Source: an optimization exercise on an open RTL-to-GDS flow (aim: small area). Production flows keep margins and buffers that such runs may drop.
Where RTL was checked, it was by simulation tests only, not by an equivalence proof against the original.
No functional check of the RTL was part of run 4.
No activity file was given, so power comes from the tool's default toggle rates.

[flow/config.mk]
export PLATFORM = sky130hd
export DESIGN_NAME = suart_core
export DESIGN_NICKNAME = suart_core
export VERILOG_FILES = /design/flow/design.v
export SDC_FILE = /design/flow/constraint.sdc
export NUM_CORES = 4
export LEC_CHECK = 0
export CAP_MARGIN = 20
export CORE_MARGIN = 2
export CORE_UTILIZATION = 40
export SLEW_MARGIN = 20
[flow/constraint.sdc]
create_clock -name core_clock -period 1000.0 [get_ports {clk}]
set_input_delay 200.0000 -clock core_clock [delete_from_list [all_inputs] [get_ports {clk}]]
set_output_delay 200.0000 -clock core_clock [all_outputs]
set_load 0.01 [all_outputs]
[flow/design.v]
module suart_timing (
    input  wire        clk,
    input  wire [19:0] rate,        
    input  wire        restart,     
    input  wire [1:0]  sel,         
    output wire        due          
);
    reg  [19:0] acc;
    wire [20:0] c;
    wire [20:0] sum;
    assign c[0] = 1'b0;
    genvar n;
    generate
        for (n = 0; n < 20; n = n + 1) begin : g_add
            assign sum[n]   = acc[n] ^ rate[n] ^ c[n];
            assign c[n + 1] = (acc[n] & rate[n]) | (c[n] & (acc[n] ^ rate[n]));
        end
    endgenerate
    assign sum[20] = c[20];
    function gt_const(input [20:0] a, input [20:0] k);
        integer b;
        begin
            gt_const = 1'b0;
            for (b = 0; b < 21; b = b + 1)
                gt_const = k[b] ? (a[b] & gt_const) : (a[b] | gt_const);
        end
    endfunction
    assign due = (sel == 2'd0) ? gt_const(sum, 21'd1000000) :
                 (sel == 2'd1) ? gt_const(sum, 21'd500000)  : gt_const(sum, 21'd333333);
    always @(posedge clk)
        acc <= (restart || due) ? rate : sum[19:0];
endmodule
module suart_tx (
    input  wire        clk,
    input  wire        rst,
    input  wire [19:0] cfg_bit_rate,
    input  wire [1:0]  cfg_stop_bits,   
    input  wire [3:0]  cfg_len_bits,    
    input  wire        cfg_debug_pad,
    input  wire [7:0]  max_chunk,
    input  wire        cmd_send,        
    input  wire        cmd_send_chunk,  
    input  wire [15:0] cmd_len,         
    output wire [15:0] mem_addr,        
    input  wire [7:0]  mem_data,        
    input  wire        nak_in,          
    output reg         line_out,        
    output wire        busy,
    output reg         ev_frame_start,
    output reg         ev_guard_begin,
    output reg         ev_nak_seen,
    output wire        ev_retry,
    output reg         ev_chunk_done,
    output reg         ev_send_done,
    output reg         ev_refused,
    output wire        ev_refused_busy,
    output reg  [15:0] ev_chunk
);
    localparam T_IDLE  = 3'd0;
    localparam T_START = 3'd1;
    localparam T_LEN   = 3'd2;
    localparam T_DATA  = 3'd3;
    localparam T_PAR   = 3'd4;
    localparam T_GUARD = 3'd5;
    reg [2:0]  t_phase;
    reg [2:0]  t_i;       
    reg [7:0]  t_j;       
    reg [15:0] t_off;     
    reg [15:0] t_rem;     
    reg        t_par;
    reg        t_nak;
    reg        t_fill;    
    wire due;
    suart_timing u_timer (
        .clk    (clk),
        .rate   (cfg_bit_rate),
        .restart(t_phase == T_IDLE),
        .sel    (2'd0),
        .due    (due)
    );
    function [8:0] add9(input [7:0] a, input [7:0] b, input cin);
        integer n;
        reg c;
        begin
            c = cin;
            for (n = 0; n < 8; n = n + 1) begin
                add9[n] = a[n] ^ b[n] ^ c;
                c = (a[n] & b[n]) | (c & (a[n] ^ b[n]));
            end
            add9[8] = c;
        end
    endfunction
    wire       rem_hi   = (t_rem[15:8] != 8'd0) || ((t_rem[7:0] & ~max_chunk) != 8'd0);
    wire       rem_last = !rem_hi;                               
    wire       rem_big  = rem_hi || ((t_rem[7:0] & max_chunk) == max_chunk);   
    wire       j_max    = ((t_j | ~max_chunk) == 8'hff);        
    wire       j_rem    = (t_j == t_rem[7:0]) && (t_rem[15:8] == 8'd0);   
    wire       data_end = j_max || (!cfg_debug_pad && j_rem);
    wire       fill     = j_rem || t_fill;
    wire       lbit     = rem_big || t_rem[t_i];
    wire [8:0]  rem_lo   = add9(t_rem[7:0], ~max_chunk, 1'b1);
    wire [15:0] rem_next = {t_rem[15:8] - {7'd0, ~rem_lo[8]}, rem_lo[7:0]};
    wire [8:0]  addr_lo = add9(t_off[7:0], t_j, 1'b0);
    assign mem_addr = {t_off[15:8] + {7'd0, addr_lo[8]}, addr_lo[7:0]};
    wire [7:0] byte_ = fill ? 8'h20 : mem_data;
    wire       dbit  = byte_[t_i & {3{t_phase != T_LEN}}];
    assign busy            = (t_phase != T_IDLE);
    assign ev_retry        = ev_frame_start & t_nak;
    assign ev_refused_busy = busy | ev_send_done;
    wire refuse_chunk = (cmd_len[15:8] != 8'd0) || ((cmd_len[7:0] & ~max_chunk) != 8'd0) ||
                        (cfg_debug_pad && cmd_len[7:0] != max_chunk);
    wire accept = cmd_send ? (cmd_len != 16'd0) : (cmd_send_chunk && !refuse_chunk);
    always @(posedge clk) begin
        ev_frame_start <= 1'b0;
        ev_guard_begin <= 1'b0;
        ev_nak_seen    <= 1'b0;
        ev_chunk_done  <= 1'b0;
        ev_send_done   <= 1'b0;
        ev_refused     <= 1'b0;
        if (ev_chunk_done)
            ev_chunk <= ev_chunk + 16'd1;
        if (j_rem)
            t_fill <= 1'b1;
        case (t_phase)
            T_IDLE: begin
                if (cmd_send && cmd_len == 16'd0)
                    ev_send_done <= 1'b1;
                if (!cmd_send && cmd_send_chunk && refuse_chunk)
                    ev_refused <= 1'b1;
                if (accept) begin
                    t_rem    <= cmd_len;
                    t_off    <= 16'd0;
                    ev_chunk <= 16'd0;
                    ev_frame_start <= 1'b1;
                    line_out <= 1'b1;
                    t_par    <= 1'b0;
                    t_i      <= 3'd0;
                    t_j      <= 8'd0;
                    t_fill   <= 1'b0;
                    t_phase  <= T_START;
                end
            end
            T_START: begin
                if (due) begin
                    t_i <= 3'd1;
                    if (cfg_debug_pad) begin
                        t_phase  <= T_DATA;
                        line_out <= dbit;
                        t_par    <= dbit;
                    end else begin
                        t_phase  <= T_LEN;
                        line_out <= lbit;
                    end
                end
            end
            T_LEN: begin
                if (due) begin
                    if (t_i == cfg_len_bits[2:0]) begin
                        t_i <= 3'd1;
                        if (j_rem) begin    
                            t_phase  <= T_PAR;
                            line_out <= t_par;
                        end else begin
                            t_phase  <= T_DATA;
                            line_out <= dbit;
                            t_par    <= t_par ^ dbit;
                        end
                    end else begin
                        t_i      <= t_i + 3'd1;
                        line_out <= lbit;
                    end
                end
            end
            T_DATA: begin
                if (due) begin
                    if (t_i == 3'd0 && data_end) begin
                        t_phase  <= T_PAR;
                        line_out <= t_par;
                    end else begin
                        line_out <= dbit;
                        t_par    <= t_par ^ dbit;
                        t_i      <= t_i + 3'd1;
                        if (t_i == 3'd7)
                            t_j <= t_j + 8'd1;
                    end
                end
            end
            T_PAR: begin
                if (due) begin
                    t_phase  <= T_GUARD;
                    line_out <= 1'b0;
                    t_i      <= 3'd1;
                    ev_guard_begin <= 1'b1;
                    t_nak       <= nak_in;
                    ev_nak_seen <= nak_in;
                end
            end
            T_GUARD: begin
                if (due && t_i[1:0] == cfg_stop_bits) begin
                    if (t_nak || !rem_last) begin
                        ev_frame_start <= 1'b1;
                        line_out <= 1'b1;
                        t_par    <= 1'b0;
                        t_i      <= 3'd0;
                        t_j      <= 8'd0;
                        t_fill   <= 1'b0;
                        t_phase  <= T_START;
                    end
                    if (!t_nak) begin
                        ev_chunk_done <= 1'b1;
                        if (rem_last) begin
                            t_phase <= T_IDLE;
                            ev_send_done <= 1'b1;
                        end else begin
                            t_off <= mem_addr;       
                            t_rem <= rem_next;
                        end
                    end
                end else begin
                    if (due)
                        t_i <= t_i + 3'd1;
                    if (nak_in) begin
                        t_nak <= 1'b1;
                        ev_nak_seen <= !t_nak;
                    end
                end
            end
            default: t_phase <= T_IDLE;
        endcase
        if (busy && (cmd_send || cmd_send_chunk))
            ev_refused <= 1'b1;
        if (rst) begin
            t_phase        <= T_IDLE;
            t_nak          <= 1'b0;
            line_out       <= 1'b0;
            ev_frame_start <= 1'b0;
            ev_guard_begin <= 1'b0;
            ev_nak_seen    <= 1'b0;
            ev_chunk_done  <= 1'b0;
            ev_send_done   <= 1'b0;
            ev_refused     <= 1'b0;
        end
    end
endmodule
module suart_rx (
    input  wire        clk,
    input  wire        rst,
    input  wire [19:0] cfg_bit_rate,
    input  wire [1:0]  cfg_stop_bits,   
    input  wire [3:0]  cfg_len_bits,    
    input  wire        cfg_debug_pad,
    input  wire [7:0]  max_chunk,
    input  wire        cmd_receive,     
    input  wire        line_in,         
    output reg         nak_out,         
    output reg         ev_edge,
    output reg         ev_size,
    output reg         ev_byte,
    output reg         ev_chunk_ok,
    output reg         ev_chunk_bad,
    output reg         ev_nak_end,
    output reg         ev_ready,
    output wire [7:0]  ev_value,        
    output wire [7:0]  ev_index         
);
    localparam R_OFF    = 3'd0;
    localparam R_WAIT   = 3'd1;
    localparam R_LEN    = 3'd2;
    localparam R_DATA   = 3'd3;
    localparam R_PAR    = 3'd4;
    localparam R_NAK    = 3'd5;
    localparam R_SETTLE = 3'd6;
    reg [2:0] r_phase;
    reg       r_frac;     
    reg [2:0] r_idx;      
    reg [7:0] r_size;
    reg [7:0] r_shift;
    reg [7:0] r_cnt;
    reg       r_par;
    wire wait_like = (r_phase == R_OFF) || (r_phase == R_WAIT);
    wire late      = (r_phase == R_NAK) || (r_phase == R_SETTLE);
    wire due;
    suart_timing u_timer (
        .clk    (clk),
        .rate   (cfg_bit_rate),
        .restart(wait_like),
        .sel    (r_frac ? (late ? 2'd1 : 2'd2) : 2'd0),
        .due    (due)
    );
    wire pdue = due && !r_frac;                        
    wire short3 = (cfg_bit_rate > 20'd333333);         
    wire short2 = (cfg_bit_rate > 20'd500000);         
    assign ev_value = ev_size ? r_size : r_shift;
    assign ev_index = r_cnt;
    wire [7:0] cnt_inc = r_cnt + 8'd1;
    reg poll;
    always @(posedge clk) begin
        ev_edge      <= 1'b0;
        ev_size      <= 1'b0;
        ev_byte      <= 1'b0;
        ev_chunk_ok  <= 1'b0;
        ev_chunk_bad <= 1'b0;
        ev_nak_end   <= 1'b0;
        ev_ready     <= 1'b0;
        poll = 1'b0;
        if (ev_byte)
            r_cnt <= cnt_inc;
        if (due && r_frac)
            r_frac <= 1'b0;
        if (pdue)
            r_shift <= {line_in, r_shift[7:1]};
        case (r_phase)
            R_OFF: begin
                if (cmd_receive) begin
                    r_phase <= R_WAIT;
                    poll = 1'b1;
                end
            end
            R_WAIT: poll = 1'b1;
            R_LEN: begin
                if (pdue) begin
                    r_size[r_idx] <= line_in;
                    r_idx <= r_idx + 3'd1;
                    if (r_idx == cfg_len_bits[2:0] - 3'd1) begin
                        ev_size <= 1'b1;
                        r_idx   <= 3'd0;
                        if (r_size == 8'd0 && !line_in)
                            r_phase <= R_PAR;
                        else
                            r_phase <= R_DATA;
                    end
                end
            end
            R_DATA: begin
                if (pdue) begin
                    r_par <= r_par ^ line_in;
                    r_idx <= r_idx + 3'd1;
                    if (r_idx == 3'd7) begin
                        ev_byte <= 1'b1;
                        if (cnt_inc == r_size)
                            r_phase <= R_PAR;
                    end
                end
            end
            R_PAR: begin
                if (pdue) begin
                    r_idx <= 3'd0;
                    if (line_in == r_par) begin
                        ev_chunk_ok <= 1'b1;
                        r_frac  <= !short2;
                        r_phase <= R_SETTLE;
                    end else begin
                        ev_chunk_bad <= 1'b1;
                        nak_out <= 1'b1;
                        r_frac  <= cfg_stop_bits[0] && !short2;
                        r_phase <= R_NAK;
                    end
                end
            end
            R_SETTLE: begin
                if (pdue) begin
                    ev_ready <= 1'b1;
                    r_phase  <= R_WAIT;
                    poll = 1'b1;
                end
            end
            R_NAK: begin
                if (pdue) begin
                    if (cfg_stop_bits == 2'd1 || r_idx[0]) begin
                        nak_out    <= 1'b0;
                        ev_nak_end <= 1'b1;
                        r_phase    <= R_WAIT;
                        poll = 1'b1;
                    end else begin
                        r_idx <= 3'd1;
                    end
                end
            end
            default: r_phase <= R_OFF;
        endcase
        if (poll && line_in) begin
            ev_edge <= 1'b1;
            r_idx   <= 3'd0;
            r_cnt   <= 8'd0;
            r_par   <= 1'b0;
            r_frac  <= !short3;
            if (cfg_debug_pad) begin
                r_size  <= max_chunk;
                r_phase <= R_DATA;
            end else begin
                r_size  <= 8'd0;
                r_phase <= R_LEN;
            end
        end
        if (rst) begin
            r_phase      <= R_OFF;
            nak_out      <= 1'b0;
            ev_edge      <= 1'b0;
            ev_size      <= 1'b0;
            ev_byte      <= 1'b0;
            ev_chunk_ok  <= 1'b0;
            ev_chunk_bad <= 1'b0;
            ev_nak_end   <= 1'b0;
            ev_ready     <= 1'b0;
        end
    end
endmodule
module suart_core (
    input  wire        clk,
    input  wire        rst,
    input  wire [19:0] cfg_bit_rate,
    input  wire [1:0]  cfg_stop_bits,
    input  wire [3:0]  cfg_len_bits,
    input  wire        cfg_debug_pad,
    input  wire        tx_send,
    input  wire        tx_send_chunk,
    input  wire [15:0] tx_len,
    output wire [15:0] tx_mem_addr,
    input  wire [7:0]  tx_mem_data,
    input  wire        tx_nak_in,
    output wire        tx_line,
    output wire        tx_busy,
    output wire        tx_frame_start,
    output wire        tx_guard_begin,
    output wire        tx_nak_seen,
    output wire        tx_retry,
    output wire        tx_chunk_done,
    output wire        tx_send_done,
    output wire        tx_refused,
    output wire        tx_refused_busy,
    output wire [15:0] tx_chunk,
    input  wire        rx_receive,
    input  wire        rx_line,
    output wire        rx_nak,
    output wire        rx_edge,
    output wire        rx_size,
    output wire        rx_byte,
    output wire        rx_chunk_ok,
    output wire        rx_chunk_bad,
    output wire        rx_nak_end,
    output wire        rx_ready,
    output wire [7:0]  rx_value,
    output wire [7:0]  rx_index
);
    wire [7:0] max_chunk = (8'd1 << cfg_len_bits) - 8'd1;
    suart_tx u_tx (
        .clk            (clk),
        .rst            (rst),
        .cfg_bit_rate   (cfg_bit_rate),
        .cfg_stop_bits  (cfg_stop_bits),
        .cfg_len_bits   (cfg_len_bits),
        .cfg_debug_pad  (cfg_debug_pad),
        .max_chunk      (max_chunk),
        .cmd_send       (tx_send),
        .cmd_send_chunk (tx_send_chunk),
        .cmd_len        (tx_len),
        .mem_addr       (tx_mem_addr),
        .mem_data       (tx_mem_data),
        .nak_in         (tx_nak_in),
        .line_out       (tx_line),
        .busy           (tx_busy),
        .ev_frame_start (tx_frame_start),
        .ev_guard_begin (tx_guard_begin),
        .ev_nak_seen    (tx_nak_seen),
        .ev_retry       (tx_retry),
        .ev_chunk_done  (tx_chunk_done),
        .ev_send_done   (tx_send_done),
        .ev_refused     (tx_refused),
        .ev_refused_busy(tx_refused_busy),
        .ev_chunk       (tx_chunk)
    );
    suart_rx u_rx (
        .clk          (clk),
        .rst          (rst),
        .cfg_bit_rate (cfg_bit_rate),
        .cfg_stop_bits(cfg_stop_bits),
        .cfg_len_bits (cfg_len_bits),
        .cfg_debug_pad(cfg_debug_pad),
        .max_chunk    (max_chunk),
        .cmd_receive  (rx_receive),
        .line_in      (rx_line),
        .nak_out      (rx_nak),
        .ev_edge      (rx_edge),
        .ev_size      (rx_size),
        .ev_byte      (rx_byte),
        .ev_chunk_ok  (rx_chunk_ok),
        .ev_chunk_bad (rx_chunk_bad),
        .ev_nak_end   (rx_nak_end),
        .ev_ready     (rx_ready),
        .ev_value     (rx_value),
        .ev_index     (rx_index)
    );
endmodule
[flow/flow/run.sh]
#!/bin/bash
# The standard layout (standard.sh: ORFS with the standard flow's synthesis), with two changes that only
# make it smaller: the port buffers are buf_1 cells, and the clock tree uses clkbuf_8 cells
# without dummy loads. Each tool's full output stays in orfs/logs; make's own output in make.log.
set -euo pipefail
bash standard.sh \
    BUFFER_PORTS_ARGS="-buffer_cell sky130_fd_sc_hd__buf_1" \
    CTS_ARGS="-sink_clustering_enable -repair_clock_nets -buf_list sky130_fd_sc_hd__clkbuf_8 -dont_use_dummy_load" \
    finish > make.log 2>&1
[flow/standard.sh]
#!/bin/bash
# synth_recipe.tcl (not shown) runs the flow's synth.tcl, then flattens the netlist and writes it again
# the make line also repeats each setting of config.mk as NAME=value (left out here)
make -C /OpenROAD-flow-scripts/flow DESIGN_CONFIG=/design/flow/config.mk WORK_HOME=/design/flow/orfs CLKGATE_MAP_FILE= SYNTH_SCRIPT=/design/flow/synth_recipe.tcl "${@:-finish}"
==> reports/metrics.yaml, run 1 <==
hold_depth: 0
p_leak_nw: 4.535
hold_start: "u_rx.r_shift[6]"
synthMuxAreaShare: 0.05780
initial_utilization: 0.4055
htreeDepth: 4
path_common_cell: "fa_1"
fp.dieH_um: 163.3
fin_crit_ps: 208760
synth-xor-area-share: 0.05780
vias: 8250
rsz0062_at_grt: "no"
fin_crit_sh: 0.2088
r2r_cells: 38
switchingPower_w: 0.00001303
core_um2: 25040
internal_power_w: 0.00001647
drtPass1Iterations: 5
reg2reg_from: "u_rx.u_timer.acc[0]"
synth-simple-area-share: 0.1923
power.density_nw_per_um2: 2.651
syn_nets: 1250
fmax_mhz: 4.790
setup_viol_count_final: 0
synth_top_area_cell: "dfxtp_1"
grt_max_degree: 36
nets: 1353
track_usage: 0.2003
whs_endpoint: "u_rx.r_shift[5]"
mostFrequentLayoutCell: "buf_1"
ys_warn_count: 3
ys_seq_elements: 152
crit_fanout: 18
setup_tns_ps: 0
slowest_stage: "or3b_2"
relSlewSlack: 0.2976
synth-compound-area-share: 0.1114
final_cell_mix: "123 x buf_1, 102 x inv_1, 98 x nor2_1, 93 x nand2_1, 92 x dfxtp_1"
peakVddDrop_uv: 1.265
min_path_type: "reg -> reg"
die_w_um: 163.3
ctsRootBufferMaster: "clkbuf_8"
cp.required_ps: 1000270
seq_area_frac_synth: 0.3589
postRouteAntennaNets: 0
p_sw_frac: 0.4416
synth_area_per_cell_um2: 9.314
drc: 0
rows: 58
grt_antenna_before_repair: 3
cp-start-kind: "input port"
synth_top_cell_area_share: 0.1814
grt_overflow: 0
finClkSkew_ps: 32.99
cts_sinks: 152
area_growth_pct: 9.600
synth.distinct_cells: 68
cts_setup_buffers: 0
dp_hpwl_um: 19550
grt_pass1_vias: 7933
ys_async_sr_fraction: 0
crit_start: "cfg_bit_rate[0]"
tightest_slew_ps: 1050
outcome: "timing/DRC/antenna clean"
p_total_w: 0.00002950
clock_path_buffers: 2
cts.clk_slew.worst_paths_ps: 80
fill_cells: 2500
synth-edff-count: 60
synth_top_family_by_area: "simple AND/OR/NAND/NOR gates"
cap_violations: 0
drtIter0Drc: 781
cp.arrival_ps: 209030
numCtsBuffers: 17
reg2reg_slack_ps: 990770
totalWireLength_um: 25880
crit_path_end_kind: "register"
hold_ws_ps: 457.1
cts_tree: "built"
die_area_um2: 26670
netlist_area_um2: 10150
gp_congestion: 0.8761
cts_hold_buffers: 0
clock_power_share: 0.124
numPortBuffers: 123
synth_fa_ha_area_frac: 0.1642
comb_power_share: 0.493
synth.area.top_cells: "dfxtp_1 18%, edfxtp_1 18%, fa_1 10%"
worstSkewPairLatency_ps: 450
num_io_pins: 124
synthCells: 1090
max_stage_delay_ps: 590
seq_power_share: 0.383
worst-setup-path-type: "in -> reg"
wire_per_inst_um: 16.98
grt_pass1_wl_um: 42040
synthFlopType: "dfxtp_1"
drive_gt1_frac: 0.05626
via_per_inst: 5.413
postCtsResizedCells: 0
maxSlewViolCount: 0
timing.rr.end: "u_rx.r_phase[1]"
hold_viol_final: 0
routing by layer:
metal,part of all wire,track usage,wire length (um)
met5,0,0,0
met4,0.025,0.07200,649
met3,0.066,0.04368,1707
met2,0.45,0.3082,11560
met1,0.46,0.2774,11960
synth_stat cells, types with 27 or more instances:
library cell and number:
a21oi_1 40, clkbuf_1 35, dfxtp_1 92, edfxtp_1 60, fa_1 52, ha_1 50
inv_1 102, nand2_1 94, nand3_1 31, nor2_1 99, nor3_1 27, o21ai_0 55
xor2_1 42
stage by stage:
stage / worst slack, ps / cell area, um^2 / std cells / util
after global routing: 790750 / 11120 / 1522 / 0.4442
after floorplan: 791450 / 10150 / 1090 / -
after global placement: 790800 / 10880 / 1504 / 0.4347
after CTS: 791120 / 11120 / 1521 / 0.4440
final: 791240 / 11130 / 1524 / 0.4444
after detailed placement: 790720 / 10880 / 1504 / 0.4347
cells by family after synthesis:
family / count (synthesis)
AOI/OAI and AO/OA: 178
xor gates and xnor gates: 67
DFF: 152
buffers and inverters: 149
and+or+nand+nor: 391
adders and majority gates: 102
muxes: 51
area by class of cell:
type                            instances  area (um^2)  share of cell area
Inverter                              103        386.6             0.03475
Tap cell                              330        412.9             0.03711
Sequential cell                       152         3643              0.3274
Antenna cell                            3        7.507           0.0006747
Clock buffer                           17        234.0             0.02103
Timing Repair Buffer                  130        514.2             0.04622
Multi-Input combinational cell        789         5928              0.5328
worst max-delay path, delay by kind of cell:
family                   cells  cell delay [ps]
buffers and inverters       13             1490
AO/OA/AOI/OAI                4              540
AND/OR/NAND/NOR              2              810
adder cells (fa/ha/maj)     20             6160
power groups by stage:
stage	clock (W)	combinational, W	sequential (W)
detailed placement	0	0.0000144	0.0000114
global placement	0	0.0000143	0.0000114
finish	0.00000365	0.0000145	0.0000113
floorplan	0	0.0000113	0.0000104
global route	0.00000399	0.0000165	0.0000116
CTS	0.00000376	0.0000146	0.0000113
flip-flops by register name, summed over array words and instances, names as in the netlist, 3 cells and up:
name,flops
u_tx.t_phase,3
u_rx.u_timer.acc,20
u_tx.t_off,16
u_tx.u_timer.acc,20
u_rx.r_idx,3
u_tx.ev_chunk,16
u_tx.t_i,3
u_rx.r_size,8
u_tx.t_j,8
u_rx.r_cnt,8
u_rx.r_phase,3
u_rx.r_shift,8
u_tx.t_rem,16
worst max-delay path by stage:
stage | end | slack, ps
floorplan | u_tx.t_off[0] | 791450
global placement | u_rx.r_phase[1] | 790800
detailed placement | u_rx.r_phase[1] | 790720
CTS | u_rx.r_phase[1] | 791120
global route | u_rx.r_phase[1] | 790750
finish | u_rx.r_phase[1] | 791240
==> run 2, diff against run 1 <==
==> flow/flow/run.sh (replaced) <==
#!/bin/bash
# The standard layout (standard.sh: ORFS with the standard flow's synthesis), with changes that only make it
# smaller: an area-oriented ABC script, buf_1 cells as the port buffers, and a clock tree of
# clkbuf_8 cells without dummy loads. Each tool's full output stays in orfs/logs; make's own
# output goes to make.log.
set -euo pipefail
W=$PWD
export AREA_ABC_SCRIPT=$W/flow/area.abc
export FLOW_SYNTH_TCL=$W/synth_recipe.tcl
bash standard.sh \
    SYNTH_SCRIPT=$W/flow/area_synth.tcl \
    BUFFER_PORTS_ARGS="-buffer_cell sky130_fd_sc_hd__buf_1" \
    CTS_ARGS="-sink_clustering_enable -repair_clock_nets -buf_list sky130_fd_sc_hd__clkbuf_8 -dont_use_dummy_load" \
    finish > make.log 2>&1
==> flow/flow/area.abc (new file) <==
strash
&get -n
&deepsyn -J 100 -T 300
&put
dch -f
amap
==> flow/flow/area_synth.tcl (new file) <==
# The standard flow's synthesis (synth_recipe.tcl, unchanged), with an area-oriented ABC script in place of
# ORFS's speed script for the combinational logic. Registers are mapped before ABC runs, so they
# are the standard synthesis's registers.
proc abc {args} {
  set i [lsearch -exact $args -script]
  if { $i >= 0 } {
    lset args [expr { $i + 1 }] $::env(AREA_ABC_SCRIPT)
  }
  puts "abc with area script: $args"
  yosys abc {*}$args
}
source $::env(FLOW_SYNTH_TCL)
==> reports/metrics.yaml, run 2 <==
outcome: "timing/DRC/antenna clean"  # unchanged
setup_viol_count_final: 0  # unchanged
finClkSkew_ps: 32.03  # was 32.99 ps
rows: 55  # was 58
postRouteAntennaNets: 0  # unchanged
min_path_type: "reg -> reg"  # unchanged
relSlewSlack: 0.3060  # was 0.2976
ys_seq_elements: 152  # unchanged
totalWireLength_um: 23230  # was 25880 um
grt_pass1_wl_um: 38910  # was 42040 um
synthCells: 1035  # was 1090
synth.distinct_cells: 44  # was 68
cts_setup_buffers: 0  # unchanged
setup_tns_ps: 0  # unchanged
cap_violations: 0  # unchanged
ff_latch_area_um2: 3643  # unchanged
dp_slack_ps: 789850  # was 790720 ps
worst-setup-path-type: "in -> reg"  # unchanged
slowest_stage: "nor2_1"  # was or3b_2
multi_input_area_um2: 4790  # was 5928 um^2
rsz0062_at_grt: "no"  # unchanged
via_per_inst: 5.287  # was 5.413
maxSlewViolCount: 0  # unchanged
synth-edff-count: 60  # unchanged
fin_crit_ps: 209710  # was 208760 ps
track_usage: 0.2038  # was 0.2003
numCtsBuffers: 17  # unchanged
core_um2: 22500  # was 25040 um^2
cp.required_ps: 1000070  # was 1000270 ps
drc: 0  # unchanged
yosysMostFrequentCell: "clkinv_1"  # was inv_1
postCtsResizedCells: 0  # unchanged
dp_hpwl_um: 18490  # was 19550 um
fill_cells: 2249  # was 2500
m1WireLength_um: 11230  # was 11960 um
area_growth_pct: 12.38  # was 9.600%
hold_viol_final: 0  # unchanged
dr_wl_met2_um: 10180  # was 11560 um
initial_utilization: 0.4059  # was 0.4055
synth_top_area_cell: "dfxtp_1"  # unchanged
path_common_cell: "fa_1"  # unchanged
fin_crit_sh: 0.2097  # was 0.2088
crit_path_end_kind: "register"  # unchanged
mostFrequentLayoutCell: "clkinv_1"  # was buf_1
synth_common_cells: "189 x clkinv_1, 166 x nor2_1, 92 x dfxtp_1"  # was 102 x inv_1, 99 x nor2_1, 94 x nand2_1
peakVddDrop_uv: 0.9795  # was 1.265 uV
grt_pass1_vias: 7630  # was 7933
syn_nets: 1195  # was 1250
ctsRootBufferMaster: "clkbuf_8"  # unchanged
hold_ws_ps: 456.4  # was 457.1 ps
p_leak_nw: 3.612  # was 4.535 nW
power.density_nw_per_um2: 2.600  # was 2.651 nW/um^2
cts_tree: "built"  # unchanged
worstSkewPairLatency_ps: 460  # was 450 ps
netlist_area_um2: 9134  # was 10150 um^2
fin_ws_ps: 790290  # was 791240 ps
cts_sinks: 152  # unchanged
crit_fanout: 12  # was 18
synthFlopType: "dfxtp_1"  # unchanged
reg.largest.list: "u_rx.u_timer.acc x20, u_tx.u_timer.acc x20"  # unchanged
drtIter0Drc: 473  # was 781
vias: 7772  # was 8250
fin_util: 0.4562  # was 0.4444
cts_hold_buffers: 0  # unchanged
grt_antenna_before_repair: 1  # was 3
clock_path_buffers: 2  # unchanged
die_w_um: 155.1  # was 163.3 um
grt_overflow: 0  # unchanged
seq_area_frac_synth: 0.3989  # was 0.3589
cp-start-kind: "input port"  # unchanged
fmax_mhz: 4.768  # was 4.790 MHz
wire_per_inst_um: 15.81  # was 16.98 um
cp.arrival_ps: 209780  # was 209030 ps
ys_warn_count: 3  # unchanged
num_io_pins: 124  # unchanged
max_stage_delay_ps: 740  # was 590 ps
tightest_slew_ps: 1031  # was 1050 ps
dr_wl_met3_um: 1574  # was 1707 um
die_area_um2: 24060  # was 26670 um^2
drtPass1Iterations: 5  # unchanged
final_cell_mix: "189 x clkinv_1, 166 x nor2_1, 123 x buf_1, 92 x dfxtp_1, 73 x a21oi_1"  # was 123 x buf_1, 102 x inv_1, 98 x nor2_1, 93 x nand2_1, 92 x dfxtp_1
ys_async_sr_fraction: 0  # unchanged
grt_max_degree: 31  # was 36
drive_gt1_frac: 0.02365  # was 0.05626
gp_congestion: 0.9137  # was 0.8761
synth.area.top_cells: "dfxtp_1 20%, edfxtp_1 20%, fa_1 11%"  # was dfxtp_1 18%, edfxtp_1 18%, fa_1 10%
nets: 1346  # was 1353
synth_area_per_cell_um2: 8.825  # was 9.314 um^2
synth_top_cell_area_share: 0.2016  # was 0.1814
cts.clk_slew.worst_paths_ps: 70  # was 80 ps
htreeDepth: 4  # unchanged
top_layer_used: "met4"  # unchanged
fp.dieH_um: 155.1  # was 163.3 um
numPortBuffers: 123  # unchanged
==> run 2: cell types whose count changed in the layout (fill, tap and decap cells not counted), moves of 25 or more <==
| cell | previous run | this run |
|---|---|---|
| a21oi_1 | 40 | 73 |
| inv_1 | 102 | 0 |
| nand2_1 | 93 | 58 |
| mux2_2 | 25 | 0 |
| nor2_1 | 98 | 166 |
| clkinv_1 | 1 | 189 |
| xor2_1 | 42 | 1 |
| xnor2_1 | 25 | 0 |
| o22ai_1 | 8 | 52 |
==> run 2: final cells by class <==
type                            count  area share
Antenna cell                        1   0.0002438
Multi-Input combinational cell    694      0.4666
Timing Repair Buffer              132     0.05156
Inverter                          189     0.06911
Tap cell                          285     0.03474
Sequential cell                   152      0.3549
Clock buffer                       17     0.02279
==> run 2: kinds of logic after synthesis <==
kind of cell,count (synthesis),synth area share
AO/OA/AOI/OAI,252,0.1751
XOR/XNOR,1,0.0009591
adder cells (fa/ha/maj),102,0.1825
buffers and inverters,189,0.07767
flip-flops,152,0.3989
AND/OR/NAND/NOR,339,0.1649
==> run 2: final timing paths <==
check                 startpoint              end  slack (ps)  cells past startpoint
max              cfg_bit_rate[0]   u_rx.r_size[1]      790290                     41
max reg2reg  u_rx.u_timer.acc[0]   u_rx.r_size[1]      989790                     40
min              u_rx.r_shift[3]  u_rx.r_shift[2]         460                      0
min reg2reg      u_rx.r_shift[3]  u_rx.r_shift[2]         460                      0
==> run 2: through the flow <==
stage | total power, W | instances | area [um^2]
2_1_floorplan | 0.00001942 | 1035 | 9134
3_3_place_gp | 0.00002307 | 1452 | 10030
5_1_grt | 0.00002937 | 1469 | 10260
4_1_cts | 0.00002692 | 1469 | 10260
3_5_place_dp | 0.00002325 | 1452 | 10030
6_report | 0.00002669 | 1470 | 10260
==> run 2: worst max-delay path: cells and delay by family <==
kind,cells,cell delay [ps]
AOI/OAI and AO/OA,3,830
adders and majority gates,20,6190
and+or+nand+nor,4,1080
buffers and inverters,14,1670
==> run 2: metal layers <==
metal / GRT usage / vias up
li1: - / 3925
met1: 0.2904 / 3629
met2: 0.3069 / 201
met3: 0.05710 / 17
met4: 0.05115 / 0
met5: 0 / -
==> run 2: power breakdown <==
part	total [W]	switching [W]	internal, W
clock	0.00000355	0.00000205	0.00000150
combinational	0.0000130	0.00000808	0.00000492
sequential	0.0000101	0.00000145	0.00000869
total	0.0000267	0.0000116	0.0000151
==> run 3, diff against run 2 <==
--- a/flow/design.v
+++ b/flow/design.v
@@ -442,7 +442,10 @@
     output wire [7:0]  rx_value,
     output wire [7:0]  rx_index
 );
-    wire [7:0] max_chunk = (8'd1 << cfg_len_bits) - 8'd1;
+    wire [2:0] len3 = cfg_len_bits[2:0];
+    wire [7:0] max_chunk = {len3 == 3'd0, len3 == 3'd0 || len3 > 3'd6, len3 == 3'd0 || len3 > 3'd5,
+                            len3 == 3'd0 || len3 > 3'd4, len3 == 3'd0 || len3 > 3'd3,
+                            len3 == 3'd0 || len3 > 3'd2, len3 == 3'd0 || len3 > 3'd1, 1'b1};
     suart_tx u_tx (
         .clk            (clk),
         .rst            (rst),
==> reports/metrics.yaml, run 3 <==
nets: 1339  # was 1346
drtPass1Iterations: 6  # was 5
dp.cells: 1446  # was 1452
critPathBufInv: 13  # was 14
cp.arrival_ps: 211150  # was 209780 ps
path_common_cell: "fa_1"  # unchanged
p_sw_frac: 0.4249  # was 0.4338
drive_gt1_frac: 0.02282  # was 0.02365
slowest_stage: "clkinv_1"  # was nor2_1
cts_tree: "built"  # unchanged
num_io_pins: 124  # unchanged
mostFrequentLayoutCell: "clkinv_1"  # unchanged
maxSlewViolCount: 0  # unchanged
fin_crit_sh: 0.2108  # was 0.2097
ff_latch_area_um2: 3643  # unchanged
dp_slack_ps: 788710  # was 789850 ps
final_cell_mix: "198 x clkinv_1, 162 x nor2_1, 122 x buf_1, 92 x dfxtp_1, 70 x nand2_1"  # was 189 x clkinv_1, 166 x nor2_1, 123 x buf_1, 92 x dfxtp_1, 73 x a21oi_1
crit_fanout: 20  # was 12
grt_overflow: 0  # unchanged
cts.clk_slew.worst_paths_ps: 80  # was 70 ps
synth_top_cell_area_share: 0.2044  # was 0.2016
multi_input_area_um2: 4628  # was 4790 um^2
synth_common_cells: "198 x clkinv_1, 162 x nor2_1, 92 x dfxtp_1"  # was 189 x clkinv_1, 166 x nor2_1, 92 x dfxtp_1
reg2reg_slack_ps: 988650  # was 989790 ps
hold_viol_final: 0  # unchanged
postCtsResizedCells: 0  # unchanged
wire_per_inst_um: 15.43  # was 15.81 um
dp_hpwl_um: 17250  # was 18490 um
relSlewSlack: 0.3030  # was 0.3060
synthCells: 1035  # unchanged
finalNonFillerCells: 1464  # was 1470
crit_path_end_kind: "register"  # unchanged
drtIter0Drc: 481  # was 473
htreeDepth: 4  # unchanged
tightest_slew_ps: 1042  # was 1031 ps
cap_violations: 0  # unchanged
reg2reg_from: "u_rx.u_timer.acc[0]"  # unchanged
internal_power_w: 0.00001406  # was 0.00001511 W
grt_pass1_vias: 7529  # was 7630
worstSkewPairLatency_ps: 460  # about the same
grt_max_degree: 33  # was 31
hold_depth: 0  # unchanged
synth_area_per_cell_um2: 8.706  # was 8.825 um^2
via_per_inst: 5.294  # was 5.287
synth.distinct_cells: 44  # unchanged
synth_top_area_cell: "dfxtp_1"  # unchanged
fmax_mhz: 4.743  # was 4.768 MHz
worst-setup-path-type: "in -> reg"  # unchanged
gp_congestion: 0.9647  # was 0.9137
ys_warn_count: 3  # unchanged
totalWireLength_um: 22590  # was 23230 um
rows: 54  # was 55
postRouteAntennaNets: 0  # unchanged
power.density_nw_per_um2: 2.415  # was 2.600 nW/um^2
p_leak_nw: 3.561  # was 3.612 nW
seq_power_share: 0.398  # was 0.380
syn_nets: 1189  # was 1195
numPortBuffers: 122  # was 123
cp-start-kind: "input port"  # unchanged
yosysMostFrequentCell: "clkinv_1"  # unchanged
drc: 0  # unchanged
cp.required_ps: 1000310  # was 1000070 ps
comb_power_share: 0.454  # was 0.487
numCtsBuffers: 17  # unchanged
whs_endpoint: "u_rx.r_shift[1]"  # was u_rx.r_shift[2]
cts_setup_buffers: 0  # unchanged
fin_util: 0.4612  # was 0.4562
grt_antenna_before_repair: 1  # unchanged
synth.area.top_cells: "dfxtp_1 20%, edfxtp_1 20%, fa_1 12%"  # was dfxtp_1 20%, edfxtp_1 20%, fa_1 11%
cts_sinks: 152  # unchanged
grt_pass1_wl_um: 37930  # was 38910 um
vias: 7751  # was 7772
area_growth_pct: 12.39  # was 12.38%
synthFlopType: "dfxtp_1"  # unchanged
peakVddDrop_uv: 1.019  # was 0.9795 uV
setup_tns_ps: 0  # unchanged
die_area_um2: 23740  # was 24060 um^2
rsz0062_at_grt: "no"  # unchanged
initial_utilization: 0.4104  # was 0.4059
setup_viol_count_final: 0  # unchanged
crit_family: "adder cells"  # unchanged
outcome: "timing/DRC/antenna clean"  # unchanged
synth-edff-count: 60  # unchanged
core_um2: 21960  # was 22500 um^2
ys_seq_elements: 152  # unchanged
cts_hold_buffers: 0  # unchanged
switchingPower_w: 0.00001039  # was 0.00001158 W
fp.dieH_um: 154.1  # was 155.1 um
fill_cells: 2215  # was 2249
hold_start: "u_rx.r_shift[2]"  # was u_rx.r_shift[3]
ctsRootBufferMaster: "clkbuf_8"  # unchanged
clock_power_share: 0.148  # was 0.133
fin_ws_ps: 789170  # was 790290 ps
die_w_um: 154.1  # was 155.1 um
finClkSkew_ps: 33.55  # was 32.03 ps
clock_path_buffers: 2  # unchanged
max_stage_delay_ps: 750  # was 740 ps
netlist_area_um2: 9011  # was 9134 um^2
r2r_cells: 47  # was 40
ys_async_sr_fraction: 0  # unchanged
fin_crit_ps: 210840  # was 209710 ps
min_path_type: "reg -> reg"  # unchanged
seq_area_frac_synth: 0.4043  # was 0.3989
timing.rr.end: "u_rx.r_idx[0]"  # was u_rx.r_size[1]
reg.largest.list: "u_rx.u_timer.acc x20, u_tx.u_timer.acc x20"  # unchanged
track_usage: 0.1985  # was 0.2038
run 3: cell count changes after synthesis, moves of 4 or more:
cell,delta
o21ai_0,+29
a21oi_1,-27
nand2_1,+12
o22a_1,-11
clkinv_1,+9
o22ai_1,+8
ha_1,-6
and3_1,+4
nand4_1,+4
nor2_1,-4
run 3: layer usage:
metal | part of all wire | global-route usage
met1 | 0.48 | 0.2742
met2 | 0.44 | 0.3075
met3 | 0.063 | 0.04791
met4 | 0.017 | 0.06409
met5 | 0.00058 | 0
run 3: cell type report:
cell class | count | share of cell area
Antenna cell | 1 | 0.0002471
Clock buffer | 17 | 0.02310
Inverter | 198 | 0.07339
Multi-Input combinational cell | 685 | 0.4570
Sequential cell | 152 | 0.3598
Tap cell | 280 | 0.03459
Timing Repair Buffer | 131 | 0.05189
run 3: worst register-to-register path: cells and delay by family, from the launching register on:
family / cells / cell delay, ps
buffers and inverters: 12 / 1710
AND/OR/NAND/NOR: 8 / 1230
adder cells (fa/ha/maj): 20 / 6400
AO/OA/AOI/OAI: 7 / 1540
flip-flops: 1 / 320
run 3: metrics by stage:
step,instance area (um^2),hold slack (ps),total power [W]
final,10130,460.0,0.00002446
after global routing,10120,469.1,0.00002666
after CTS,10120,462.0,0.00002463
after detailed placement,9891,442.4,0.00002089
after global placement,9891,439.2,0.00002072
after floorplan,9011,427.2,0.00001761
run 3: power groups by stage:
stage,clock [W],combinational (W),sequential [W]
global route,0.00000393,0.0000127,0.00000998
finish,0.00000361,0.0000111,0.00000974
CTS,0.00000373,0.0000112,0.00000974
detailed placement,0,0.0000110,0.00000987
floorplan,0,0.00000811,0.00000950
global placement,0,0.0000109,0.00000982
run 3: how the worst max path moves through the flow:
stage / startpoint / to / cells after the start
2_1_floorplan: cfg_bit_rate[0] / u_tx.t_off[0] / 36
3_3_place_gp: cfg_bit_rate[0] / u_rx.r_idx[0] / 48
3_5_place_dp: cfg_bit_rate[0] / u_rx.r_idx[0] / 48
4_1_cts: cfg_bit_rate[0] / u_rx.r_idx[0] / 48
5_1_grt: cfg_bit_rate[0] / u_rx.r_idx[1] / 47
6_report: cfg_bit_rate[0] / u_rx.r_idx[0] / 48
run 3: cell families after synthesis:
family / synth area share
flops: 0.4043
compound gates: 0.1691
simple gates: 0.1665
fa+ha+maj: 0.1766
buf+inv: 0.08248
xor+xnor: 0.0009721
==> run 4, diff against run 3 <==
--- a/flow/design.v
+++ b/flow/design.v
@@ -103,7 +103,11 @@
     wire [8:0]  addr_lo = add9(t_off[7:0], t_j, 1'b0);
     assign mem_addr = {t_off[15:8] + {7'd0, addr_lo[8]}, addr_lo[7:0]};
     wire [7:0] byte_ = fill ? 8'h20 : mem_data;
-    wire       dbit  = byte_[t_i & {3{t_phase != T_LEN}}];
+    wire       data_step = (t_phase == T_DATA) ||
+                           (t_phase == T_START && cfg_debug_pad) ||
+                           (t_phase == T_LEN && t_i == cfg_len_bits[2:0]);
+    wire [2:0] bit_i = (t_phase == T_DATA) ? t_i : 3'd0;
+    wire       dbit  = byte_[bit_i];
     assign busy            = (t_phase != T_IDLE);
     assign ev_retry        = ev_frame_start & t_nak;
     assign ev_refused_busy = busy | ev_send_done;
@@ -117,8 +121,8 @@
         ev_chunk_done  <= 1'b0;
         ev_send_done   <= 1'b0;
         ev_refused     <= 1'b0;
-        if (ev_chunk_done)
-            ev_chunk <= ev_chunk + 16'd1;
+        ev_chunk <= ev_chunk + {15'd0, ev_chunk_done};
+        t_j <= t_j + {7'd0, due && data_step && bit_i == 3'd7};
         if (j_rem)
             t_fill <= 1'b1;
         case (t_phase)
@@ -140,49 +144,11 @@
                     t_phase  <= T_START;
                 end
             end
-            T_START: begin
-                if (due) begin
-                    t_i <= 3'd1;
-                    if (cfg_debug_pad) begin
-                        t_phase  <= T_DATA;
-                        line_out <= dbit;
-                        t_par    <= dbit;
-                    end else begin
-                        t_phase  <= T_LEN;
-                        line_out <= lbit;
-                    end
-                end
-            end
-            T_LEN: begin
-                if (due) begin
-                    if (t_i == cfg_len_bits[2:0]) begin
-                        t_i <= 3'd1;
-                        if (j_rem) begin    
-                            t_phase  <= T_PAR;
-                            line_out <= t_par;
-                        end else begin
-                            t_phase  <= T_DATA;
-                            line_out <= dbit;
-                            t_par    <= t_par ^ dbit;
-                        end
-                    end else begin
-                        t_i      <= t_i + 3'd1;
-                        line_out <= lbit;
-                    end
-                end
-            end
-            T_DATA: begin
-                if (due) begin
-                    if (t_i == 3'd0 && data_end) begin
-                        t_phase  <= T_PAR;
-                        line_out <= t_par;
-                    end else begin
-                        line_out <= dbit;
-                        t_par    <= t_par ^ dbit;
-                        t_i      <= t_i + 3'd1;
-                        if (t_i == 3'd7)
-                            t_j <= t_j + 8'd1;
-                    end
+            T_START, T_LEN: begin
+                if (due && !data_step) begin
+                    t_phase  <= T_LEN;
+                    line_out <= lbit;
+                    t_i      <= t_i + 3'd1;
                 end
             end
             T_PAR: begin
@@ -225,8 +191,20 @@
                     end
                 end
             end
+            T_DATA: ;    
             default: t_phase <= T_IDLE;
         endcase
+        if (due && data_step) begin
+            if (bit_i == 3'd0 && data_end) begin
+                t_phase  <= T_PAR;
+                line_out <= t_par;
+            end else begin
+                t_phase  <= T_DATA;
+                line_out <= dbit;
+                t_par    <= t_par ^ dbit;
+                t_i      <= bit_i + 3'd1;
+            end
+        end
         if (busy && (cmd_send || cmd_send_chunk))
             ev_refused <= 1'b1;
         if (rst) begin
@@ -267,9 +245,8 @@
     localparam R_WAIT   = 3'd1;
     localparam R_LEN    = 3'd2;
     localparam R_DATA   = 3'd3;
-    localparam R_PAR    = 3'd4;
-    localparam R_NAK    = 3'd5;
-    localparam R_SETTLE = 3'd6;
+    localparam R_NAK    = 3'd4;
+    localparam R_SETTLE = 3'd5;
     reg [2:0] r_phase;
     reg       r_frac;     
     reg [2:0] r_idx;      
@@ -290,9 +267,9 @@
     wire pdue = due && !r_frac;                        
     wire short3 = (cfg_bit_rate > 20'd333333);         
     wire short2 = (cfg_bit_rate > 20'd500000);         
-    assign ev_value = ev_size ? r_size : r_shift;
+    assign ev_value = r_shift;    
     assign ev_index = r_cnt;
-    wire [7:0] cnt_inc = r_cnt + 8'd1;
+    wire [7:0] cnt_now = r_cnt + {7'd0, ev_byte};
     reg poll;
     always @(posedge clk) begin
         ev_edge      <= 1'b0;
@@ -303,12 +280,11 @@
         ev_nak_end   <= 1'b0;
         ev_ready     <= 1'b0;
         poll = 1'b0;
-        if (ev_byte)
-            r_cnt <= cnt_inc;
+        r_cnt <= cnt_now;
         if (due && r_frac)
             r_frac <= 1'b0;
         if (pdue)
-            r_shift <= {line_in, r_shift[7:1]};
+            r_shift[r_idx] <= line_in;
         case (r_phase)
             R_OFF: begin
                 if (cmd_receive) begin
@@ -324,36 +300,28 @@
                     if (r_idx == cfg_len_bits[2:0] - 3'd1) begin
                         ev_size <= 1'b1;
                         r_idx   <= 3'd0;
-                        if (r_size == 8'd0 && !line_in)
-                            r_phase <= R_PAR;
-                        else
-                            r_phase <= R_DATA;
+                        r_phase <= R_DATA;
                     end
                 end
             end
             R_DATA: begin
                 if (pdue) begin
-                    r_par <= r_par ^ line_in;
-                    r_idx <= r_idx + 3'd1;
-                    if (r_idx == 3'd7) begin
-                        ev_byte <= 1'b1;
-                        if (cnt_inc == r_size)
-                            r_phase <= R_PAR;
-                    end
-                end
-            end
-            R_PAR: begin
-                if (pdue) begin
-                    r_idx <= 3'd0;
-                    if (line_in == r_par) begin
-                        ev_chunk_ok <= 1'b1;
-                        r_frac  <= !short2;
-                        r_phase <= R_SETTLE;
+                    if (r_idx == 3'd0 && cnt_now == r_size) begin
+                        if (line_in == r_par) begin
+                            ev_chunk_ok <= 1'b1;
+                            r_frac  <= !short2;
+                            r_phase <= R_SETTLE;
+                        end else begin
+                            ev_chunk_bad <= 1'b1;
+                            nak_out <= 1'b1;
+                            r_frac  <= cfg_stop_bits[0] && !short2;
+                            r_phase <= R_NAK;
+                        end
                     end else begin
-                        ev_chunk_bad <= 1'b1;
-                        nak_out <= 1'b1;
-                        r_frac  <= cfg_stop_bits[0] && !short2;
-                        r_phase <= R_NAK;
+                        r_par <= r_par ^ line_in;
+                        r_idx <= r_idx + 3'd1;
+                        if (r_idx == 3'd7)
+                            ev_byte <= 1'b1;
                     end
                 end
             end
@@ -384,6 +352,7 @@
             r_cnt   <= 8'd0;
             r_par   <= 1'b0;
             r_frac  <= !short3;
+            r_shift <= 8'd0;
             if (cfg_debug_pad) begin
                 r_size  <= max_chunk;
                 r_phase <= R_DATA;
--- a/flow/flow/run.sh
+++ b/flow/flow/run.sh
@@ -1,7 +1,8 @@
 #!/bin/bash
 # The standard layout (standard.sh: ORFS with the standard flow's synthesis), with changes that only make it
-# smaller: an area-oriented ABC script, buf_1 cells as the port buffers, and a clock tree of
-# clkbuf_8 cells without dummy loads. Each tool's full output stays in orfs/logs; make's own
+# smaller: synthesis without Yosys's quick internal ABC pass and with an area-oriented ABC script
+# (area_synth.tcl), buf_1 cells as the port buffers, and a clock tree of clkbuf_8 cells without
+# dummy loads. Each tool's full output stays in orfs/logs; make's own
 # output goes to make.log.
 set -euo pipefail
 W=$PWD
==> flow/flow/area.abc (replaced) <==
strash
&get -n
&deepsyn -J 100 -T 300
&put
&get -n
&dch -f
&nf -R 1000
&put
==> flow/flow/area_synth.tcl (replaced) <==
# The standard flow's synthesis (synth_recipe.tcl) with two changes for a smaller netlist: Yosys's synth runs
# without its internal quick ABC pass (-noabc), which would otherwise leave the extracted full
# adders with inverters between them, and the final ABC pass uses an area-oriented script in
# place of ORFS's speed script. Registers are mapped before ABC runs and are untouched by both.
set f [open $::env(FLOW_SYNTH_TCL)]
set script [read $f]
close $f
set script [string map {"yosys synth -nofsm -noshare" "yosys synth -nofsm -noshare -noabc"} $script]
proc abc {args} {
  set i [lsearch -exact $args -script]
  if { $i >= 0 } {
    lset args [expr { $i + 1 }] $::env(AREA_ABC_SCRIPT)
  }
  puts "abc with area script: $args"
  yosys abc {*}$args
}
uplevel #0 $script
==> reports/metrics.yaml, run 4 <==
switchingPower_w: 0.000009150  # was 0.00001039 W
grt_max_degree: 33  # unchanged
crit_fanout: 23  # was 20
finalNonFillerCells: 1263  # was 1464
drc: 0  # unchanged
nets: 1146  # was 1339
ys_seq_elements: 152  # unchanged
numPortBuffers: 122  # unchanged
postCtsResizedCells: 0  # unchanged
internal_power_w: 0.00001375  # was 0.00001406 W
synth_area_per_cell_um2: 10.16  # was 8.706 um^2
cap_violations: 0  # unchanged
cts_hold_buffers: 0  # unchanged
netlist_area_um2: 8637  # was 9011 um^2
setup_viol_count_final: 0  # unchanged
comb_power_share: 0.440  # was 0.454
htreeDepth: 4  # unchanged
fill_cells: 2097  # was 2215
cts_sinks: 152  # unchanged
p_sw_frac: 0.3994  # was 0.4249
gp_congestion: 0.8546  # was 0.9647
mostFrequentLayoutCell: "buf_1"  # was clkinv_1
syn_nets: 1006  # was 1189
num_io_pins: 124  # unchanged
diodes: 0  # was 1
seq_power_share: 0.407  # was 0.398
vias: 6716  # was 7751
hold_viol_final: 0  # unchanged
peakVddDrop_uv: 0.9154  # was 1.019 uV
crit_path_end_kind: "register"  # unchanged
p_leak_nw: 3.640  # was 3.561 nW
relSlewSlack: 0.3529  # was 0.3030
die_w_um: 150.9  # was 154.1 um
area_growth_pct: 12.47  # was 12.39%
finClkSkew_ps: 32.84  # was 33.55 ps
dp.cells: 1245  # was 1446
worst-setup-path-type: "in -> reg"  # unchanged
synth_top_cell_area_share: 0.2596  # was 0.2044
multi_input_area_um2: 5020  # was 4628 um^2
max_stage_delay_ps: 820  # was 750 ps
fin_crit_ps: 210890  # was 210840 ps
cp.arrival_ps: 210950  # was 211150 ps
final_cell_mix: "122 x buf_1, 112 x dfxtp_1, 81 x nor2_1, 65 x nand2_1, 52 x fa_1"  # was 198 x clkinv_1, 162 x nor2_1, 122 x buf_1, 92 x dfxtp_1, 70 x nand2_1
dp_hpwl_um: 15490  # was 17250 um
numCtsBuffers: 17  # unchanged
final_area_um2: 9714  # was 10130 um^2
power.density_nw_per_um2: 2.358  # was 2.415 nW/um^2
ctsRootBufferMaster: "clkbuf_8"  # unchanged
seq_area_frac_synth: 0.3987  # was 0.4043
totalWireLength_um: 20430  # was 22590 um
synth.area.top_cells: "dfxtp_1 26%, edfxtp_1 14%, fa_1 12%"  # was dfxtp_1 20%, edfxtp_1 20%, fa_1 12%
drive_gt1_frac: 0.03138  # was 0.02282
fp.dieH_um: 150.9  # was 154.1 um
yosysMostFrequentCell: "dfxtp_1"  # was clkinv_1
min_path_type: "reg -> reg"  # unchanged
track_usage: 0.1878  # was 0.1985
grt_antenna_before_repair: 0  # was 1
drtIter0Drc: 388  # was 481
cts.clk_slew.worst_paths_ps: 70  # was 80 ps
die_area_um2: 22780  # was 23740 um^2
wire_per_inst_um: 16.18  # was 15.43 um
synth-edff-count: 40  # was 60
cp.required_ps: 1000060  # was 1000310 ps
clock_power_share: 0.153  # was 0.148
setup_tns_ps: 0  # unchanged
via_per_inst: 5.317  # was 5.294
postRouteAntennaNets: 0  # unchanged
postPlaceCellArea_um2: 9447  # was 9891 um^2
grt_pass1_vias: 6513  # was 7529
synth_top_area_cell: "dfxtp_1"  # unchanged
initial_utilization: 0.4096  # was 0.4104
synth_common_cells: "112 x dfxtp_1, 83 x nor2_1, 65 x nand2_1"  # was 198 x clkinv_1, 162 x nor2_1, 92 x dfxtp_1
tightest_slew_ps: 970.6  # was 1042 ps
cp-start-kind: "input port"  # unchanged
ff_latch_area_um2: 3443  # was 3643 um^2
slowest_stage: "and3b_1"  # was clkinv_1
grt_pass1_wl_um: 33380  # was 37930 um
synth.distinct_cells: 52  # was 44
core_um2: 21090  # was 21960 um^2
path_common_cell: "fa_1"  # unchanged
ys_warn_count: 3  # unchanged
fin_crit_sh: 0.2109  # was 0.2108
ys_async_sr_fraction: 0  # unchanged
reg.largest.list: "u_rx.u_timer.acc x20, u_tx.u_timer.acc x20"  # unchanged
clock_path_buffers: 2  # unchanged
drtPass1Iterations: 6  # unchanged
rows: 53  # was 54
synthFlopType: "dfxtp_1"  # unchanged
cts_setup_buffers: 0  # unchanged
maxSlewViolCount: 0  # unchanged
worstSkewPairLatency_ps: 460  # about the same
rsz0062_at_grt: "no"  # unchanged
cts_tree: "built"  # unchanged
synthCells: 850  # was 1035
outcome: "timing/DRC/antenna clean"  # unchanged
p_total_w: 0.00002291  # was 0.00002446 W
grt_overflow: 0  # unchanged
fmax_mhz: 4.742  # was 4.743 MHz
hold_ws_ps: 474.4  # was 460.0 ps
run 4: cell count changes after synthesis, sizes merged, moves of 20 or more:
cell,delta
nor2,-79
o22ai,-56
and2,+22
mux2,+36
dfxtp,+20
xor2,+23
edfxtp,-20
xnor2,+21
clkinv,-160
run 4: final timing paths:
kind,startpoint,to,slack [ps],cells after the start
setup / recovery,cfg_bit_rate[0],u_rx.r_size[5],789110,31
hold / removal,u_rx.r_shift[7],u_rx.r_shift[7],470,2
setup reg to reg,u_rx.u_timer.acc[0],u_rx.r_size[5],988550,30
hold reg to reg,u_rx.r_shift[7],u_rx.r_shift[7],470,2
run 4: layer usage:
layer / up-vias / wire length, um / global-route usage
met3: 21 / 979 / 0.04307
met5: - / 0 / 0
met1: 3209 / 9772 / 0.2604
li1: 3326 / - / -
met2: 160 / 9341 / 0.2934
met4: 0 / 340 / 0.05701
run 4: metrics by stage:
| step | setup slack (ps) | util |
|---|---|---|
| 5_1_grt | 788580 | 0.4607 |
| 3_3_place_gp | 788730 | 0.4480 |
| 2_1_floorplan | 789340 | - |
| 4_1_cts | 789070 | 0.4591 |
| 6_report | 789110 | 0.4607 |
| 3_5_place_dp | 788620 | 0.4480 |
run 4: cells by family (layout without fill, tap and decap cells):
logic type	after synthesis	count (layout)	share of synthesized area
AO/OA/AOI/OAI	160	160	0.1118
AND/OR/NAND/NOR	308	308	0.1762
XOR/XNOR	45	45	0.04563
flip-flops	152	152	0.3987
buffers and inverters	46	184	0.02347
adder cells (fa/ha/maj)	98	98	0.1872
multiplexers	41	41	0.05708
run 4: power groups by stage:
| stage | sequential, W | combinational (W) | clock (W) |
|---|---|---|---|
| after floorplan | 0.00000917 | 0.00000718 | 0 |
| after global placement | 0.00000943 | 0.00000973 | 0 |
| after detailed placement | 0.00000948 | 0.00000992 | 0 |
| after CTS | 0.00000934 | 0.0000100 | 0.00000365 |
| after global routing | 0.00000956 | 0.0000114 | 0.00000390 |
| final | 0.00000932 | 0.0000101 | 0.00000351 |
run 4: layout make-up:
cell class,instances,share of cell area
Timing Repair Buffer,129,0.05461
Sequential cell,152,0.3545
Tap cell,275,0.03542
Multi-Input combinational cell,652,0.5167
Clock buffer,17,0.02409
Inverter,38,0.01468
run 4: worst max-delay path, delay by kind of cell:
family,cells,cell delay [ps]
AO/OA/AOI/OAI,4,470
adder cells (fa/ha/maj),20,7930
buffers and inverters,1,140
AND/OR/NAND/NOR,6,2410
==> run 5, diff against run 4 <==
--- a/flow/design.v
+++ b/flow/design.v
@@ -114,12 +114,19 @@
     wire refuse_chunk = (cmd_len[15:8] != 8'd0) || ((cmd_len[7:0] & ~max_chunk) != 8'd0) ||
                         (cfg_debug_pad && cmd_len[7:0] != max_chunk);
     wire accept = cmd_send ? (cmd_len != 16'd0) : (cmd_send_chunk && !refuse_chunk);
+    wire in_idle  = (t_phase == T_IDLE);
+    wire par_end  = (t_phase == T_PAR) & due;
+    wire in_guard = (t_phase == T_GUARD);
+    wire g_end    = in_guard & due & (t_i[1:0] == cfg_stop_bits);    
+    wire set_frame_start = (in_idle & accept) | (g_end & (t_nak | ~rem_last));
+    wire set_send_done   = (in_idle & cmd_send & ~(|cmd_len)) | (g_end & ~t_nak & rem_last);
+    wire set_nak_seen    = nak_in & (par_end | (in_guard & ~g_end & ~t_nak));
     always @(posedge clk) begin
-        ev_frame_start <= 1'b0;
+        ev_frame_start <= set_frame_start;
         ev_guard_begin <= 1'b0;
-        ev_nak_seen    <= 1'b0;
+        ev_nak_seen    <= set_nak_seen;
         ev_chunk_done  <= 1'b0;
-        ev_send_done   <= 1'b0;
+        ev_send_done   <= set_send_done;
         ev_refused     <= 1'b0;
         ev_chunk <= ev_chunk + {15'd0, ev_chunk_done};
         t_j <= t_j + {7'd0, due && data_step && bit_i == 3'd7};
@@ -127,15 +134,12 @@
             t_fill <= 1'b1;
         case (t_phase)
             T_IDLE: begin
-                if (cmd_send && cmd_len == 16'd0)
-                    ev_send_done <= 1'b1;
                 if (!cmd_send && cmd_send_chunk && refuse_chunk)
                     ev_refused <= 1'b1;
                 if (accept) begin
                     t_rem    <= cmd_len;
                     t_off    <= 16'd0;
                     ev_chunk <= 16'd0;
-                    ev_frame_start <= 1'b1;
                     line_out <= 1'b1;
                     t_par    <= 1'b0;
                     t_i      <= 3'd0;
@@ -158,13 +162,11 @@
                     t_i      <= 3'd1;
                     ev_guard_begin <= 1'b1;
                     t_nak       <= nak_in;
-                    ev_nak_seen <= nak_in;
                 end
             end
             T_GUARD: begin
                 if (due && t_i[1:0] == cfg_stop_bits) begin
                     if (t_nak || !rem_last) begin
-                        ev_frame_start <= 1'b1;
                         line_out <= 1'b1;
                         t_par    <= 1'b0;
                         t_i      <= 3'd0;
@@ -176,7 +178,6 @@
                         ev_chunk_done <= 1'b1;
                         if (rem_last) begin
                             t_phase <= T_IDLE;
-                            ev_send_done <= 1'b1;
                         end else begin
                             t_off <= mem_addr;       
                             t_rem <= rem_next;
@@ -187,7 +188,6 @@
                         t_i <= t_i + 3'd1;
                     if (nak_in) begin
                         t_nak <= 1'b1;
-                        ev_nak_seen <= !t_nak;
                     end
                 end
             end
@@ -256,6 +256,7 @@
     reg       r_par;
     wire wait_like = (r_phase == R_OFF) || (r_phase == R_WAIT);
     wire late      = (r_phase == R_NAK) || (r_phase == R_SETTLE);
+    wire in_frame  = (r_phase == R_LEN) || (r_phase == R_DATA);
     wire due;
     suart_timing u_timer (
         .clk    (clk),
@@ -346,20 +347,17 @@
             end
             default: r_phase <= R_OFF;
         endcase
+        if (!in_frame) begin
+            r_cnt   <= 8'd0;
+            r_par   <= 1'b0;
+            r_shift <= 8'd0;
+            r_size  <= cfg_debug_pad ? max_chunk : 8'd0;
+        end
         if (poll && line_in) begin
             ev_edge <= 1'b1;
             r_idx   <= 3'd0;
-            r_cnt   <= 8'd0;
-            r_par   <= 1'b0;
             r_frac  <= !short3;
-            r_shift <= 8'd0;
-            if (cfg_debug_pad) begin
-                r_size  <= max_chunk;
-                r_phase <= R_DATA;
-            end else begin
-                r_size  <= 8'd0;
-                r_phase <= R_LEN;
-            end
+            r_phase <= cfg_debug_pad ? R_DATA : R_LEN;
         end
         if (rst) begin
             r_phase      <= R_OFF;
--- a/flow/flow/area_synth.tcl
+++ b/flow/flow/area_synth.tcl
@@ -1,7 +1,8 @@
 # The standard flow's synthesis (synth_recipe.tcl) with two changes for a smaller netlist: Yosys's synth runs
 # without its internal quick ABC pass (-noabc), which would otherwise leave the extracted full
 # adders with inverters between them, and the final ABC pass uses an area-oriented script in
-# place of ORFS's speed script. Registers are mapped before ABC runs and are untouched by both.
+# place of ORFS's speed script. Registers are mapped before ABC runs and keep the standard
+# synthesis's names and cells.
 set f [open $::env(FLOW_SYNTH_TCL)]
 set script [read $f]
 close $f
==> reports/metrics.yaml, run 5 <==
outcome: "timing/DRC/antenna clean"  # unchanged
gp_congestion: 0.8351  # was 0.8546
setup_tns_ps: 0  # unchanged
ys_async_sr_fraction: 0  # unchanged
cp.arrival_ps: 210340  # was 210950 ps
crit_path_end_kind: "register"  # unchanged
hold_viol_final: 0  # unchanged
synth-edff-count: 40  # unchanged
cts_hold_buffers: 0  # unchanged
hold_depth: 2  # unchanged
rsz0062_at_grt: "no"  # unchanged
drc: 0  # unchanged
vias: 6744  # was 6716
ys_seq_elements: 152  # unchanged
cap_violations: 0  # unchanged
cts_tree: "built"  # unchanged
synth-xor-area-share: 0.04077  # was 0.04563
peakVddDrop_uv: 1.003  # was 0.9154 uV
diodes: 0  # unchanged
die_w_um: 150.6  # was 150.9 um
synth_top_family_by_area: "adder cells"  # unchanged
clock_path_buffers: 2  # unchanged
drive_gt1_frac: 0.02926  # was 0.03138
fin_crit_sh: 0.2100  # was 0.2109
area_growth_pct: 12.28  # was 12.47%
core_um2: 21020  # was 21090 um^2
yosysMostFrequentCell: "dfxtp_1"  # unchanged
synth-simple-area-share: 0.1769  # was 0.1762
cts_sinks: 152  # unchanged
grt_pass1_vias: 6539  # was 6513
grt.busiest_layer: "met2"  # unchanged
cts.clk_slew.worst_paths_ps: 60  # was 70 ps
track_usage: 0.1898  # was 0.1878
fmax_mhz: 4.762  # was 4.742 MHz
crit_fanout: 8  # was 23
seq_area_frac_synth: 0.4008  # was 0.3987
synth_fa_ha_area_frac: 0.1881  # was 0.1872
grt_use_met3: 0.04182  # was 0.04307
synth_area_per_cell_um2: 10.10  # was 10.16 um^2
grt_max_degree: 38  # was 33
cts_setup_buffers: 0  # unchanged
synthMuxAreaShare: 0.05097  # was 0.05708
reg.largest.list: "u_rx.u_timer.acc x20, u_tx.u_timer.acc x20"  # unchanged
ff_latch_area_um2: 3443  # unchanged
rows: 53  # unchanged
multi_input_area_um2: 4942  # was 5020 um^2
numCtsBuffers: 17  # unchanged
met2_usage: 0.3125  # was 0.2934
p_leak_nw: 3.596  # was 3.640 nW
ctsRootBufferMaster: "clkbuf_8"  # unchanged
fill_cells: 2028  # was 2097
numPortBuffers: 122  # unchanged
totalWireLength_um: 20520  # was 20430 um
grt_pass1_wl_um: 33420  # was 33380 um
dp_hpwl_um: 15850  # was 15490 um
relSlewSlack: 0.4714  # was 0.3529
min_path_type: "reg -> reg"  # unchanged
die_area_um2: 22670  # was 22780 um^2
ys_warn_count: 3  # unchanged
max_stage_delay_ps: 570  # was 820 ps
r2r_cells: 28  # was 30
synthFlopType: "dfxtp_1"  # unchanged
synth-compound-area-share: 0.1171  # was 0.1118
synthCells: 851  # was 850
hold_ws_ps: 470.2  # was 474.4 ps
tightest_slew_ps: 789.2  # was 970.6 ps
fin_crit_ps: 210000  # was 210890 ps
power.density_nw_per_um2: 2.392  # was 2.358 nW/um^2
mostFrequentLayoutCell: "buf_1"  # unchanged
finClkSkew_ps: 24.99  # was 32.84 ps
nets: 1149  # was 1146
-- run 5: cell types whose count changed in the layout (fill, tap and decap cells not counted), sizes merged, moves of 4 or more --
cell,previous run,this run
a211oi,6,2
a21oi,44,54
a22oi,7,2
and2,23,7
and3,18,28
clkinv,38,42
nand2,65,50
nor2,83,98
nor2b,5,12
nor3,40,34
o211ai,2,10
o21ai,49,41
xnor2,21,25
xor2,24,15
-- run 5: worst paths after layout --
path                                          start             to  slack (ps)
worst max-delay path                cfg_bit_rate[0]  u_tx.line_out      790010
worst max register to register  u_tx.u_timer.acc[0]  u_tx.line_out      989440
worst min register to register        u_tx.line_out  u_tx.line_out         470
worst min-delay path                  u_tx.line_out  u_tx.line_out         470
-- run 5: cell type report --
class                      instances  area share
multi-input combinational        649      0.5123
sequential                       152      0.3569
timing repair buffer             131     0.05447
tap                              275     0.03567
clock buffer                      17     0.02425
inverter                          42     0.01634
-- run 5: power breakdown --
group	leakage [nW]	internal (W)	switching [W]
clock	0.122	0.00000150	0.00000204
combinational	2.16	0.00000432	0.00000582
sequential	1.31	0.00000800	0.00000138
total	3.60	0.0000138	0.00000925
-- run 5: metrics by stage --
stage	std cells	power (W)	area, um^2	setup slack (ps)	utilization
floorplan	851	0.00001668	8592	790480	-
global placement	1249	0.00001948	9410	789640	0.4477
detailed placement	1249	0.00001972	9410	789560	0.4477
CTS	1266	0.00002335	9644	790020	0.4588
global route	1266	0.00002513	9647	789390	0.4589
finish	1266	0.00002307	9647	790010	0.4589
-- run 5: cell families (layout without fill, tap and decap cells) --
kind of cell	Yosys count	after routing
buffers and inverters	50	190
and+or+nand+nor	307	307
xor gates and xnor gates	40	40
DFF	152	152
muxes	39	39
AOI/OAI and AO/OA	165	165
adders and majority gates	98	98
-- run 5: worst max-delay path, delay by kind of cell --
kind,cells,cell delay [ps]
AO/OA/AOI/OAI,5,1200
adder cells (fa/ha/maj),20,7780
buffers and inverters,1,140
AND/OR/NAND/NOR,3,1180
-- run 5: metal layers --
| metal | part of all wire | up-vias |
|---|---|---|
| met5 | 0 | - |
| met4 | 0.0078 | 0 |
| met3 | 0.042 | 9 |
| met2 | 0.48 | 118 |
| met1 | 0.47 | 3266 |
| li1 | - | 3351 |

## separate check: timing with driven ports
The results above use ideal ports. As a check the final layouts listed here were re-extracted and re-timed, cells and wires unchanged.
Step 1, drivers: a clkbuf_16 drives clk and a buf_2 each remaining input, both assumed.
Step 2 moves the port delays by t, midway between the first and last clock arrival at a register: inputs arrive t later, outputs are due t later. That takes back most of the time a late clock gives input paths.
a / b / c = no drivers / after step 1 / after step 2; a / b = the first two.
run | t (ns) | setup slack, ns | latest minus earliest clock arrival (ns) | slew at the worst register clock pin (ns) | worst data-port slew with drivers (ns)
run 1 | 0.483 | 791.238 / 791.261 / 790.778 | 0.033 / 0.034 | 0.10 / 0.10 | 0.08
run 2 | 0.484 | 790.290 / 790.305 / 789.821 | 0.032 / 0.032 | 0.09 / 0.09 | 0.07
run 3 | 0.485 | 789.165 / 789.181 / 788.697 | 0.034 / 0.033 | 0.10 / 0.10 | 0.07
run 4 | 0.481 | 789.109 / 789.128 / 788.647 | 0.033 / 0.033 | 0.09 / 0.09 | 0.06
run 5 | 0.476 | 790.005 / 790.025 / 789.550 | 0.025 / 0.025 | 0.09 / 0.09 | 0.07
After both steps every run listed still meets setup and hold. The setup slack of run 2, which loses most, moves by +0.015 ns with the drivers and by -0.469 ns with both steps.
